Source: an optimization exercise on an open RTL-to-GDS flow (aim: small area and a short achievable clock period). Production flows keep margins and buffers that such runs may drop. Where RTL was checked, it was by simulation tests only, not by an equivalence proof against the original. Power and IR drop assume default switching activity.

Design amaf_core, start of the top module:
module amaf_core (
    input  wire        clk,
    input  wire        rst,
    input  wire        s_valid,
    input  wire [15:0] s_data,
    output wire        s_ready,
    output wire [15:0] cv_avg,
    input  wire [15:0] cv_mv,
    output wire        o_valid,
    output wire [69:0] o_data
);
Size: roughly 2800 cells after synthesis, about 120 I/O pins, about 0.056 mm2 of cells after synthesis.
export LEC_CHECK = 0
export CAP_MARGIN = 20
export CORE_MARGIN = 2
export CORE_UTILIZATION = 40
export CTS_BUF_LIST = sky130_fd_sc_hd__clkbuf_8
export PLACE_DENSITY = 0.75
export SLEW_MARGIN = 20
export SYNTH_HIERARCHICAL = 1
create_clock -name core_clock -period 20.0 [get_ports {clk}]
standard.sh (not shown) runs the stock make flow with config.mk's settings and CLKGATE_MAP_FILE= SYNTH_SCRIPT=/design/flow/synth_recipe.tcl, a recipe that flattens the netlist after the stock synthesis.
==> flow/flow/run.sh <==
#!/bin/bash
# Standard ORFS layout with a tighter internal repair target, plain small
# port buffers and a leaner clock tree. The SDC (period, I/O delays, loads)
# is the standard flow's, unchanged.
set -euo pipefail
bash standard.sh synth > synth.log 2>&1
bash standard.sh \
  REMOVE_ABC_BUFFERS=1 \
  SETUP_SLACK_MARGIN=10 \
  "BUFFER_PORTS_ARGS=-buffer_cell sky130_fd_sc_hd__buf_1" \
  "CTS_ARGS=-sink_clustering_enable -repair_clock_nets -dont_use_dummy_load -buf_list sky130_fd_sc_hd__clkbuf_8 -sink_clustering_size 16 -sink_clustering_max_diameter 80" \
  finish > layout.log 2>&1
Rerun with:
--- a/flow/flow/run.sh
+++ b/flow/flow/run.sh
@@ -8,3 +8,3 @@
   REMOVE_ABC_BUFFERS=1 \
-  SETUP_SLACK_MARGIN=10 \
+  SETUP_SLACK_MARGIN=10.5 \
   "BUFFER_PORTS_ARGS=-buffer_cell sky130_fd_sc_hd__buf_1" \
The changed run completed with no timing, DRC or antenna violations. Flip-flop and latch count is unchanged. Sequential share of layout area hardly moves. Total power barely changes. Combinational power barely changes. Setup slack stays flat. Synthesized cell count does not change. Area after synthesis does not change.
Rerun with:
- PLACE_DENSITY: 0.75 -> 0.85
After rerunning:
- The changed run completed without violations
- design area stays flat
- hold slack improved by 0.012 ns
- sequential share of layout area decreases by 0.17 points
- register-to-register slack gets worse by 0.61 ns
Rerun with:
- PLACE_DENSITY: 0.85 -> unset
=> Die area is unchanged. Clock skew stays flat. Setup slack got worse by 0.012 ns. Wire length went down by 4.4%. Total power went up by 0.33%.
Rerun with:
--- a/flow/flow/run.sh
+++ b/flow/flow/run.sh
@@ -10,3 +10,3 @@
   "BUFFER_PORTS_ARGS=-buffer_cell sky130_fd_sc_hd__buf_1" \
-  "CTS_ARGS=-sink_clustering_enable -repair_clock_nets -dont_use_dummy_load -buf_list sky130_fd_sc_hd__clkbuf_8 -sink_clustering_size 16 -sink_clustering_max_diameter 80" \
+  "CTS_ARGS=-sink_clustering_enable -repair_clock_nets -dont_use_dummy_load -buf_list sky130_fd_sc_hd__clkbuf_8 -sink_clustering_size 18 -sink_clustering_max_diameter 90" \
   finish > layout.log 2>&1
- PLACE_DENSITY: unset -> 0.75
Effect:
- The new run produced a clean layout
- cell area is lower slightly
- final cell count is lower slightly
- register-to-register slack improved by 3.5 ns

lane 1:
The RTL this note starts from:
==> flow/design.v <==
module amaf_core (
    input  wire        clk,
    input  wire        rst,
    input  wire        s_valid,
    input  wire [15:0] s_data,
    output wire        s_ready,
    output wire [15:0] cv_avg,
    input  wire [15:0] cv_mv,
    output wire        o_valid,
    output wire [69:0] o_data
);
    localparam integer N  = 128;
    localparam integer DW = 12;
    reg        [DW-1:0] dif [0:N-1];   
    reg signed [15:0]   last_raw;      
    reg signed [15:0]   ev;            
    reg signed [15:0]   avg;           
    reg        [6:0]    sum_lo;        
    reg        [6:0]    cnt;           
    reg                 wrapped;       
    reg                 err_sticky;
    reg               o_valid_r;
    reg signed [15:0] o_mv;
    reg        [5:0]  o_step;
    reg               o_act;
    reg               o_chg;
    reg               o_err;
    reg        [1:0]  o_path;
    wire primed = |o_path;
    wire tick   = s_valid && !rst;
    wire signed [15:0] raw = s_data;
    wire signed [22:0] sum = {avg, sum_lo};
    wire signed [16:0] hi    = avg + 17'sd1000;
    wire signed [16:0] lo    = avg - 17'sd1000;
    wire               slope = (raw > hi) || (raw < lo);
    wire               fill  = !primed || slope;
    wire        [1:0]  path  = !primed ? 2'd1 : (slope ? 2'd2 : 2'd3);
    wire signed [22:0] sum_rest  = sum - ev;
    wire signed [22:0] sum_slide = sum_rest + raw;
    wire signed [22:0] raw_x128  = {raw, 7'd0};
    wire signed [22:0] sum_next  = fill ? raw_x128 : sum_slide;
    wire signed [15:0] avg_next  = sum_next[22:7];
    assign cv_avg = avg_next;
    wire signed [15:0] d126      = {{(16-DW){dif[N-2][DW-1]}}, dif[N-2]};
    wire               wrapped_n = wrapped || (cnt == N - 1);
    wire signed [15:0] ev_next   = wrapped_n ? ev + d126 : ev;
    wire        [15:0] d_new     = raw - last_raw;
    wire signed [15:0] mv     = cv_mv;
    wire               err_lo = mv < -16'sd41;
    wire               err_hi = mv > 16'sd5021;
    wire               err    = err_lo || err_hi;
    wire        [12:0] x      = mv[12:0] + 13'd41;
    wire        [24:0] prod   = x * 13'd6317;
    wire        [5:0]  q      = prod[24:19];
    wire        [6:0]  fr     = prod[18:12];
    wire        [5:0]  idx    = err_lo ? 6'd0 : (err_hi ? 6'd60 : q);
    wire               act    = err || (fr < 7'd32) || (fr >= 7'd95);
    wire               chg    = !primed || (idx != o_step);
    integer i;
    always @(posedge clk) begin
        if (tick) begin
            for (i = N - 1; i > 0; i = i - 1)
                dif[i] <= dif[i-1];
            dif[0] <= d_new[DW-1:0];
        end
    end
    always @(posedge clk) begin
        if (tick) begin
            last_raw  <= raw;
            ev        <= fill ? raw : ev_next;
            sum_lo    <= sum_next[6:0];
            cnt       <= fill ? 7'd0 : cnt + 7'd1;
            wrapped   <= fill ? 1'b0 : wrapped_n;
        end
    end
    always @(posedge clk) begin
        if (rst) begin
            avg        <= 16'sd0;
            err_sticky <= 1'b0;
            o_valid_r  <= 1'b0;
            o_mv       <= 16'sd0;
            o_step     <= 6'd0;
            o_act      <= 1'b0;
            o_chg      <= 1'b0;
            o_err      <= 1'b0;
            o_path     <= 2'd0;
        end else if (tick) begin
            avg        <= avg_next;
            err_sticky <= err_sticky || err;
            o_valid_r  <= 1'b1;
            o_mv       <= mv;
            o_step     <= idx;
            o_act      <= act;
            o_chg      <= chg;
            o_err      <= err;
            o_path     <= path;
        end else begin
            o_valid_r  <= 1'b0;
        end
    end
    wire [15:0] o_rep = o_step * 7'd83;
    wire [3:0]  o_mag = !o_act ? 4'd0 : (o_step < 6'd10 ? o_step[3:0] : 4'd10);
    wire [5:0]  o_ind = {o_step[5:1], o_step[0] | (primed && o_step[5:1] == 5'd0)};
    assign s_ready = 1'b1;
    assign o_valid = o_valid_r;
    assign o_data  = {err_sticky, o_path, o_err, o_chg, o_act, o_mag,
                      o_ind, o_step, o_rep, o_mv, avg};
endmodule
export LEC_CHECK = 0
export CAP_MARGIN = 20
export CORE_MARGIN = 2
export CORE_UTILIZATION = 40
export CTS_BUF_LIST = sky130_fd_sc_hd__clkbuf_4 sky130_fd_sc_hd__clkbuf_8
export SLEW_MARGIN = 20
create_clock -name core_clock -period 20.0 [get_ports {clk}]
run.sh (not shown) runs the stock make flow with config.mk's settings and CLKGATE_MAP_FILE= SYNTH_SCRIPT=/design/flow/synth_recipe.tcl, a recipe that flattens the netlist after the stock synthesis.
Stock flow here: none of the scripts above is used.
Lane 1 reached the final stage; the timing, design-rule and antenna checks on its layout passed.
Edits applied to the flow inputs when going from lane 1 to lane 2:
Settings: changing CTS_BUF_LIST from sky130_fd_sc_hd__clkbuf_4 sky130_fd_sc_hd__clkbuf_8 to sky130_fd_sc_hd__clkbuf_8; setting CTS_CLUSTER_SIZE to 40 for the first time.
Findings:
The wire length reported by the detailed router on lane 2 is in line with that on lane 1.
Clock share of power: lane 2 lower than lane 1
Lane 1 → lane 2: internal power lower, power moved down, clock input transition at the sequential cells of the worst setup and hold paths saw little to no change.
Lane 2 vs lane 1, worst setup slack went down by 0.023 ns.
Minimum setup slack after placement: lane 1 vs lane 2 — no meaningful difference
Lane 2 against lane 1: final area fell about 0.45%; non-clock buffer contribution to total cell area barely changed.
Taking lane 1 as the reference, in lane 2 total power density per cell area fell by about 1.4%; first-pass GRT wire length stayed essentially flat.
No functional check of the RTL was part of any run of this note.

==> what the ideal ports hide <==
The flow's constraints put no driver on any port. The routed layouts listed below were extracted and timed again, unchanged, in two steps.
Step 1 sets driving cells, clkbuf_16 on the clock port and buf_2 on the other inputs (assumed; they add their load-dependent delay and slew).
Step 2 also shifts input and output timing later by t, the mid clock arrival at the registers, as if the neighbouring blocks saw the same clock.
Slacks: no drivers / after step 1 / after step 2; pairs: no drivers / after step 1.
run	t (ns)	slack for setup (ns)	worst hold slack (ns)
the first run of note 1	0.811	9.693 / 9.652 / 9.652	0.343 / 0.343 / 0.343
the second run of note 1	0.811	9.694 / 9.653 / 9.653	0.343 / 0.343 / 0.343
the third run of note 1	0.812	9.673 / 9.583 / 9.583	0.355 / 0.355 / 0.355
the fourth run of note 1	0.833	9.661 / 9.616 / 9.496	0.323 / 0.323 / 0.323
the fifth run of note 1	0.798	9.702 / 9.663 / 9.663	0.348 / 0.348 / 0.348
lane 1	0.959	7.654 / 7.514 / 7.514	0.376 / 0.376 / 0.376
lane 2	0.956	7.631 / 7.492 / 7.492	0.374 / 0.374 / 0.374
After both steps setup and hold are still met in every run listed. The setup slack of the fourth run of note 1, which loses most, moves by -0.045 ns with the drivers and by -0.165 ns with both steps.
